This design comes from an exercise in tuning for small area, a short achievable clock period and few clock cycles on the open sky130 flow, not from production work.
RTL that was checked went through simulation tests only; none was proved equivalent to the original.
No activity file was given, so power comes from the tool's default toggle rates.

Design hxp_stream, start of the top module:
module hxp_stream (
    input  wire        clk,
    input  wire        rst,
    input  wire        in_valid,
    output wire        in_ready,
    input  wire [7:0]  in_data,
    input  wire        in_end,
    output wire        out_valid,
    input  wire        out_ready,
    output wire [31:0] out_addr,
    output wire [7:0]  out_len,
    output wire [7:0]  out_data,
    output wire        out_last,
    output wire        done,
    output wire [3:0]  res_code,
    output wire [31:0] res_line,
    output wire [15:0] res_ext,
    output wire [7:0]  res_calc,
    output wire [7:0]  res_decl,
    output wire [1:0]  res_cause
);
Size in the first run: about 4100 cells after synthesis, about 140 I/O pins, roughly 60000 um2 of cells after synthesis.
Settings: LEC_CHECK=0, CAP_MARGIN=20, CORE_MARGIN=2, CORE_UTILIZATION=40, CTS_BUF_LIST=sky130_fd_sc_hd__clkbuf_16 sky130_fd_sc_hd__clkbuf_8, CTS_CLUSTER_DIAMETER=100, CTS_CLUSTER_SIZE=30, PLACE_DENSITY=0.6, SETUP_SLACK_MARGIN=4.2, SLEW_MARGIN=20; clock period 6.5 ns.
run.sh (not shown) runs the stock make flow with config.mk's settings and CLKGATE_MAP_FILE= SYNTH_SCRIPT=/design/flow/synth_recipe.tcl, a recipe that flattens the netlist after the stock synthesis.
The starting point completed with no timing, DRC or antenna violations.
Testbench counts at the start, summed over its fixed seeds: cycles 85,465.
Rerun with:
Settings changed: SETUP_SLACK_MARGIN 4.2 to 3.9.
Core utilization goes down by 1.6 points. Wire length falls by a few percent. Worst setup slack got worse by 0.013 ns. Worst hold slack gets better by 0.011 ns. Cell area shrinks by a few percent. Area after synthesis stays the same. Cell count falls slightly. Total power is lower by a few percent. Sequential power barely changes.


Another version of the RTL of hxp_stream (not shown whole).
For scale: about 2400 flip-flops, roughly 60000 sq um of cells after synthesis.
clock: 6.5 ns
lec_check: 0
cap_margin: 20
core_margin: 2
core_utilization: 40
cts_buf_list: sky130_fd_sc_hd__clkbuf_16 sky130_fd_sc_hd__clkbuf_8
cts_cluster_diameter: 100
cts_cluster_size: 30
place_density: 0.6
setup_slack_margin: 3.9
slew_margin: 20
The baseline produced a clean layout.
Testbench counts at the start, summed over its fixed seeds: cycles 85,465.
Change:
- ABC_AREA: default -> 1
- CTS_CLUSTER_DIAMETER: 100 -> 80
- CTS_CLUSTER_SIZE: 30 -> 34
Effect: Core utilization hardly moves. Synthesized cell count increases by about a fifth. Total power came out higher by a few percent. Worst setup slack is about the same. Global-route usage goes up by 0.82 points. Non-clock buffer count goes down by 3.
Change:
- CORE_UTILIZATION: 40 -> 50
- CTS_CLUSTER_DIAMETER: 80 -> 100
- CTS_CLUSTER_SIZE: 34 -> 28
- PLACE_DENSITY: 0.6 -> 0.75
What happened:
- final area fell by a few percent
- synthesized cell count stays the same
- via count rose slightly
Change:
- ABC_AREA: 1 -> default
- CORE_UTILIZATION: 50 -> 40
- CTS_CLUSTER_SIZE: 28 -> 30
- PLACE_DENSITY: 0.75 -> 0.6
- SETUP_SLACK_MARGIN: 3.9 -> 4.1
Effect: Power hardly moves; via count drops by 8.9%; cell area climbs by 4.1%; routed wire length drops by 3.3%.
Change:
- ABC_AREA: default -> 1
- CTS_CLUSTER_SIZE: 30 -> 28
- SETUP_SLACK_MARGIN: 4.1 -> 3.9
Global-route usage went up by 0.51 points.
Setup slack gains 0.032 ns.
Non-clock buffer count decreases by 71.
Flip-flop and latch count does not change.
Sequential share of layout area rose by 1.8 points.
Final area falls by about 2.3%.
Utilization came out lower by 1.5 points.
Synthesized area increases by 0.35%.
Clock skew increases by 0.0084 ns.


v20:
hxp_stream again, from the RTL that the note above started with.
==> flow/config.mk <==
export PLATFORM = sky130hd
export DESIGN_NAME = hxp_stream
export DESIGN_NICKNAME = hxp_stream
export VERILOG_FILES = /design/flow/design.v
export SDC_FILE = /design/flow/constraint.sdc
export NUM_CORES = 4
export LEC_CHECK = 0
export CAP_MARGIN = 20
export CORE_MARGIN = 2
export CORE_UTILIZATION = 40
export CTS_BUF_LIST = sky130_fd_sc_hd__clkbuf_16 sky130_fd_sc_hd__clkbuf_8
export CTS_CLUSTER_DIAMETER = 100
export CTS_CLUSTER_SIZE = 30
export PLACE_DENSITY = 0.6
export SETUP_SLACK_MARGIN = 3.8
export SLEW_MARGIN = 20
==> flow/constraint.sdc <==
create_clock -name core_clock -period 6.5 [get_ports {clk}]
set_input_delay 1.3000 -clock core_clock [delete_from_list [all_inputs] [get_ports {clk}]]
set_output_delay 1.3000 -clock core_clock [all_outputs]
set_load 0.01 [all_outputs]
v20 completed end to end with timing, DRC and antenna clean.
Testbench counts of v20, summed over its fixed seeds: cycles 85,465.
> inputs changed (v20 -> v32)
- setting TNS_END_PERCENT to 20 for the first time
- setting ABC_AREA to 1 for the first time
- changing CTS_CLUSTER_SIZE from 30 to 28
- changing SETUP_SLACK_MARGIN from 3.8 to 3.9
## What came out
Having completed the whole flow, v32 delivered a layout that passed the timing, design-rule and antenna checks.
Relative to v20, the power attributed to the clock group measured on v32 has increased slightly.
multiplexers as the largest family of logic cells by synthesized area was reported by v20, and simple AND/OR/NAND/NOR gates by v32.
On multiplexer area fraction after synthesis, the higher figure sits with v20, not v32.
v20 has higher post-layout worst setup margin than v32.
Relative to v20, v32 degrades synthesized cell area.
The run showing the greater initial core utilization is v20.
Core utilization for v32: 0.21 points down relative to v20
Delta (v32 minus v20): buffer and inverter count on the worst path down 1, floorplan row count up about 0.7%.
[inputs] v59 vs v32
- SETUP_SLACK_MARGIN changed from 3.9 to 4.2
[summary]
On area used by sequential logic in the layout, v32 and v59 are basically level. Comparing v59 with v32, the total routing resource utilization after global routing came out essentially unchanged. v59 vs v32 — top achievable clock speed rose about 8%. Post-route clock skew ended up 0.022 ns lower on v59 than on v32. | global-route wire length before repair | v59 vs v32 | 1600 um higher |. In the tables for v32 and v59, post-CTS setup repair buffer count reads higher with v59. NOTE layout net count v32->v59 increased slightly. Worst setup path startpoint = line_no[0]$_SDFFE_PP0P_: v59; worst setup path startpoint = line_no[10]$_SDFFE_PP0P_: v32. Between v32 and v59, core utilization increased. Looking at v32 and v59, the routed wire length is a wash. v32 → v59: power essentially unchanged, setup slack rose 0.21 ns.
Here is what was changed in the inputs of v24 compared with v59.
- TNS_END_PERCENT no longer set, was 20
- PLACE_DENSITY now 0.68, was 0.6
- CORE_UTILIZATION now 45, was 40
- SETUP_SLACK_MARGIN now 4.0, was 4.2
--- outcome ---
v24 finished every step from synthesis to the final layout, and the layout passed the timing, design-rule and antenna checks. Per the comparison of v24 with v59, cell area after placement down about 0.4%; proportion of power drawn by the clock network held; final routed wirelength across all metal layers rose by 1.4%.
Relative to v24, the following input files were edited for v26:
- swapping 20 for 5 in CAP_MARGIN
- swapping 45 for 40 in CORE_UTILIZATION
- swapping 4.0 for 3.9 in SETUP_SLACK_MARGIN
- swapping 20 for 5 in SLEW_MARGIN
- swapping 0.68 for 0.6 in PLACE_DENSITY
- swapping 28 for 30 in CTS_CLUSTER_SIZE
==> run summary <==
- Of the two values seen for capture point of the worst path, res_line[23] was produced by v24 and res_ext[3] by v26.
- In the final reports, the cell area of v26 is smaller than that of v24.
- Taking v24 as the reference, in v26 post-detailed-routing wire length decreased by about 0.8% relative to the old numbers, sequential share of layout area increased by 0.77 points relative to the old numbers, detailed-placement wirelength estimate increased by about 0.9% relative to the old numbers.
- Setup slack of the worst register-to-register path on v26 is behind v24.
- v24 and v26 ended up with roughly the same period utilization.
- The final critical path time including I/O delays and setup on v24 is in line with that on v26.
- Launch point of the critical path = line_no[23]$_SDFFE_PP0P_: v24; launch point of the critical path = ext[3]$_SDFFE_PP0P_: v26


Starting RTL as in the previous note.
clock: 6.5 ns
lec_check: 0
abc_area: 1
cap_margin: 20
core_margin: 2
core_utilization: 40
cts_buf_list: sky130_fd_sc_hd__clkbuf_16 sky130_fd_sc_hd__clkbuf_8
cts_cluster_diameter: 100
cts_cluster_size: 30
place_density: 0.6
setup_slack_margin: 4.2
slew_margin: 20
Testbench counts at the start, summed over its fixed seeds: cycles 85,465.
==> next run, changes <==
CTS_CLUSTER_SIZE = 28   (was 30)
SETUP_SLACK_MARGIN = 4.5   (was 4.2)
TNS_END_PERCENT = 20   (was not set)
=>
- cell count is higher by about 0.44%
- global-route usage is higher by 0.35 points
- core utilization grows by 0.30 points
- wire length is higher by about 2.5%
- non-clock buffer count is higher by 16
- total power went up by 1.6%
- hold slack gets worse by 0.0049 ns
- area after synthesis does not change
==> next run, changes <==
CTS_CLUSTER_SIZE = 30   (was 28)
SETUP_SLACK_MARGIN = 3.9   (was 4.5)
TNS_END_PERCENT = not set   (was 20)
Wire length shrinks by a few percent.
Via count fell slightly.
Maximum frequency goes up slightly.
Area after synthesis is unchanged.
Non-clock buffer count came out lower by 67.
Final cell count shrinks slightly.
Design area is lower by a few percent.
==> next run, changes <==
CORE_UTILIZATION = 45   (was 40)
PLACE_DENSITY = 0.68   (was 0.6)
Critical path depth rises by 10.
Hold slack got worse by 0.0063 ns.
Cell area shrinks by 0.67%.
Non-clock buffer count is higher by 7.
==> next run, changes <==
CTS_CLUSTER_SIZE = 28   (was 30)
=> Routed wire length barely changes; global-route usage barely changes; cell area stays flat; total power came out higher slightly; synthesized area does not change; hold slack gets better by 0.015 ns; die area is unchanged; synthesized cell count does not change; non-clock buffer count came out higher by 1.


v6:
hxp_stream, a different RTL version from the one above (not shown whole).
Size in the first run: roughly 3800 cells after synthesis, roughly 2400 flip-flops, ~140 I/O pins, ~60000 µm² of cells after synthesis.
Settings: LEC_CHECK=0, CAP_MARGIN=20, CORE_MARGIN=2, CORE_UTILIZATION=40, PLACE_DENSITY=0.6, SLEW_MARGIN=20; clock period 6.5 ns.
### v6 -> v7
# v6
export LEC_CHECK = 0
export CAP_MARGIN = 20
export CORE_MARGIN = 2
export CORE_UTILIZATION = 40
export PLACE_DENSITY = 0.6
export SLEW_MARGIN = 20
create_clock -name core_clock -period 6.5 [get_ports {clk}]
# v7
export LEC_CHECK = 0
export CAP_MARGIN = 20
export CORE_MARGIN = 2
export CORE_UTILIZATION = 40
export PLACE_DENSITY = 0.6
export SETUP_SLACK_MARGIN = 3.5
export SLEW_MARGIN = 20
create_clock -name core_clock -period 6.5 [get_ports {clk}]
==> comparison <==
- Diff v6..v7 | synthesized instance count | unchanged
- Relative to v6, the number of standard cells in the layout, taps in and fillers out measured on v7 has increased slightly.
- Higher combinational cell fraction of total power goes to v7 over v6.
- Layout-stage area growth over the synthesis result: v7 > v6
- Diff v7..v6 | final-report max-slew violation count | unchanged
- v7 and v6 ended up with nearly the same standard cell area after detailed placement.
- On total power, the lower figure sits with v7, not v6.
- Final antenna diode count: v7 vs v6 identical
- Cmp v7 and v6 / final critical-path share of the clock period / lower: v7
Function was not checked in any run of this note: the RTL went through the layout flow alone.


wip/onyx:
hxp_stream, a different RTL version from the one above (not shown whole).
Size: about 4600 cells after synthesis, ~140 I/O pins, roughly 60000 um^2 of cells after synthesis.
Settings: LEC_CHECK=0, ABC_AREA=1, CAP_MARGIN=20, CORE_MARGIN=2, CORE_UTILIZATION=45, CTS_BUF_LIST=sky130_fd_sc_hd__clkbuf_16 sky130_fd_sc_hd__clkbuf_8, CTS_CLUSTER_DIAMETER=100, CTS_CLUSTER_SIZE=28, PLACE_DENSITY=0.62, SETUP_SLACK_MARGIN=3.9, SLEW_MARGIN=20; clock period 6.5 ns.
wip/onyx ran to completion and came out clean on the timing, design-rule and antenna checks.
Testbench counts of wip/onyx, summed over its fixed seeds: cycles 85,465.
diff inputs: wip/onyx => wip/maple
# wip/onyx
export LEC_CHECK = 0
export ABC_AREA = 1
export CAP_MARGIN = 20
export CORE_MARGIN = 2
export CORE_UTILIZATION = 45
export CTS_BUF_LIST = sky130_fd_sc_hd__clkbuf_16 sky130_fd_sc_hd__clkbuf_8
export CTS_CLUSTER_DIAMETER = 100
export CTS_CLUSTER_SIZE = 28
export PLACE_DENSITY = 0.62
export SETUP_SLACK_MARGIN = 3.9
export SLEW_MARGIN = 20
create_clock -name core_clock -period 6.5 [get_ports {clk}]
# wip/maple
export LEC_CHECK = 0
export ABC_AREA = 1
export CAP_MARGIN = 20
export CORE_MARGIN = 2
export CORE_UTILIZATION = 45
export CTS_BUF_LIST = sky130_fd_sc_hd__clkbuf_16 sky130_fd_sc_hd__clkbuf_8
export CTS_CLUSTER_DIAMETER = 100
export CTS_CLUSTER_SIZE = 28
export PLACE_DENSITY = 0.68
export SETUP_SLACK_MARGIN = 4.0
export SLEW_MARGIN = 20
create_clock -name core_clock -period 6.5 [get_ports {clk}]
Results
- In summary, wip/maple completed successfully, with a layout that passed the timing, design-rule and antenna checks.
- When wip/maple is set beside wip/onyx, its share of layout cells above drive strength 1 turns out to be 1.0 points larger.
- Comparing wip/maple with wip/onyx, the cell area after synthesis came out essentially unchanged.
- Final worst-path cycle share across wip/maple and wip/onyx: no real change.
- Relative to wip/onyx, the via count measured on wip/maple has increased slightly.
- Area fraction of clock buffers and clock inverters essentially unchanged between wip/onyx and wip/maple.
- In the flow results for wip/maple and wip/onyx, the minimum clock period after layout is larger on wip/maple.
### wip/maple -> wip/willow
# wip/maple
export LEC_CHECK = 0
export ABC_AREA = 1
export CAP_MARGIN = 20
export CORE_MARGIN = 2
export CORE_UTILIZATION = 45
export CTS_BUF_LIST = sky130_fd_sc_hd__clkbuf_16 sky130_fd_sc_hd__clkbuf_8
export CTS_CLUSTER_DIAMETER = 100
export CTS_CLUSTER_SIZE = 28
export PLACE_DENSITY = 0.68
export SETUP_SLACK_MARGIN = 4.0
export SLEW_MARGIN = 20
create_clock -name core_clock -period 6.5 [get_ports {clk}]
# wip/willow
export LEC_CHECK = 0
export ABC_AREA = 1
export CAP_MARGIN = 20
export CORE_MARGIN = 2
export CORE_UTILIZATION = 45
export CTS_BUF_LIST = sky130_fd_sc_hd__clkbuf_16 sky130_fd_sc_hd__clkbuf_8
export CTS_CLUSTER_DIAMETER = 100
export CTS_CLUSTER_SIZE = 28
export GPL_ROUTABILITY_DRIVEN = 0
export PLACE_DENSITY = 0.68
export SETUP_SLACK_MARGIN = 3.9
export SLEW_MARGIN = 20
create_clock -name core_clock -period 6.5 [get_ports {clk}]
==> comparison <==
The global-route usage in wip/willow sits 0.19 points below the value recorded for wip/maple. wip/willow consumes less power than wip/maple does. The total number of multi-input combinational cells on wip/willow is in line with that on wip/maple. | final cell count | wip/willow vs wip/maple | 0.50% lower |. On final instance area, wip/maple loses to wip/willow.

==> port drivers added, routing unchanged <==
How much do the figures lean on ideal ports? The routed layouts below were timed once more, with nothing changed but the port constraints. Step 1, drivers: a clkbuf_16 drives clk and a buf_2 each remaining input, both assumed. Step 2, shift: input delay + t, output delay - t, t = (earliest + latest rising clock arrival at the registers) / 2. This alone moves slack from input paths to output paths. a / b / c = ideal / step 1 / step 2; a / b = the first two.
| run | t (ns) | slack for setup (ns) | hold WS [ns] | clock arrival spread, ns |
|---|---|---|---|---|
| the first run of note 1 | 0.777 | 3.914 / 3.840 / 3.495 | 0.298 / 0.298 / 0.298 | 0.042 / 0.042 |
| the second run of note 1 | 0.780 | 3.901 / 3.851 / 3.315 | 0.309 / 0.309 / 0.309 | 0.042 / 0.043 |
| the first run of note 2 | 0.799 | 3.919 / 3.874 / 3.235 | 0.304 / 0.304 / 0.304 | 0.056 / 0.056 |
| the second run of note 2 | 0.806 | 3.921 / 3.845 / 3.263 | 0.306 / 0.306 / 0.306 | 0.062 / 0.062 |
| the third run of note 2 | 0.774 | 3.896 / 3.867 / 3.239 | 0.303 / 0.303 / 0.303 | 0.045 / 0.045 |
| the fourth run of note 2 | 0.796 | 3.884 / 3.877 / 3.419 | 0.318 / 0.318 / 0.318 | 0.050 / 0.050 |
| the fifth run of note 2 | 0.818 | 3.916 / 3.840 / 3.239 | 0.300 / 0.300 / 0.300 | 0.062 / 0.063 |
| v20 | 0.796 | 3.750 / 3.801 / 3.005 | 0.315 / 0.315 / 0.315 | 0.036 / 0.036 |
| v32 | 0.795 | 3.738 / 3.663 / 3.088 | 0.302 / 0.302 / 0.302 | 0.060 / 0.060 |
| v59 | 0.802 | 3.945 / 3.868 / 3.352 | 0.314 / 0.314 / 0.314 | 0.052 / 0.052 |
| v24 | 0.794 | 3.944 / 3.868 / 3.305 | 0.300 / 0.300 / 0.300 | 0.052 / 0.052 |
| v26 | 0.791 | 3.942 / 3.867 / 3.266 | 0.302 / 0.302 / 0.302 | 0.067 / 0.066 |
| the first run of note 4 | 0.795 | 3.944 / 3.867 / 3.484 | 0.313 / 0.313 / 0.313 | 0.040 / 0.041 |
| the second run of note 4 | 0.811 | 3.930 / 3.854 / 3.363 | 0.308 / 0.308 / 0.308 | 0.055 / 0.055 |
| the third run of note 4 | 0.791 | 3.942 / 3.867 / 3.266 | 0.302 / 0.302 / 0.302 | 0.067 / 0.066 |
| the fourth run of note 4 | 0.776 | 3.934 / 3.877 / 3.246 | 0.296 / 0.296 / 0.296 | 0.047 / 0.047 |
| the fifth run of note 4 | 0.762 | 3.965 / 3.891 / 3.275 | 0.311 / 0.311 / 0.311 | 0.044 / 0.043 |
| v6 | 0.871 | 2.701 / 2.701 / 2.701 | 0.290 / 0.290 / 0.290 | 0.054 / 0.054 |
| v7 | 0.859 | 3.364 / 3.364 / 3.071 | 0.296 / 0.296 / 0.296 | 0.060 / 0.060 |
| wip/onyx | 0.775 | 3.962 / 3.891 / 3.336 | 0.319 / 0.319 / 0.319 | 0.027 / 0.028 |
| wip/maple | 0.781 | 3.952 / 3.884 / 3.320 | 0.304 / 0.304 / 0.304 | 0.067 / 0.067 |
| wip/willow | 0.782 | 3.951 / 3.885 / 3.311 | 0.300 / 0.300 / 0.300 | 0.055 / 0.055 |
After both steps every run listed still meets setup and hold. For v20, which loses most, drivers alone change the setup slack by +0.051 ns; drivers and shift together by -0.745 ns.
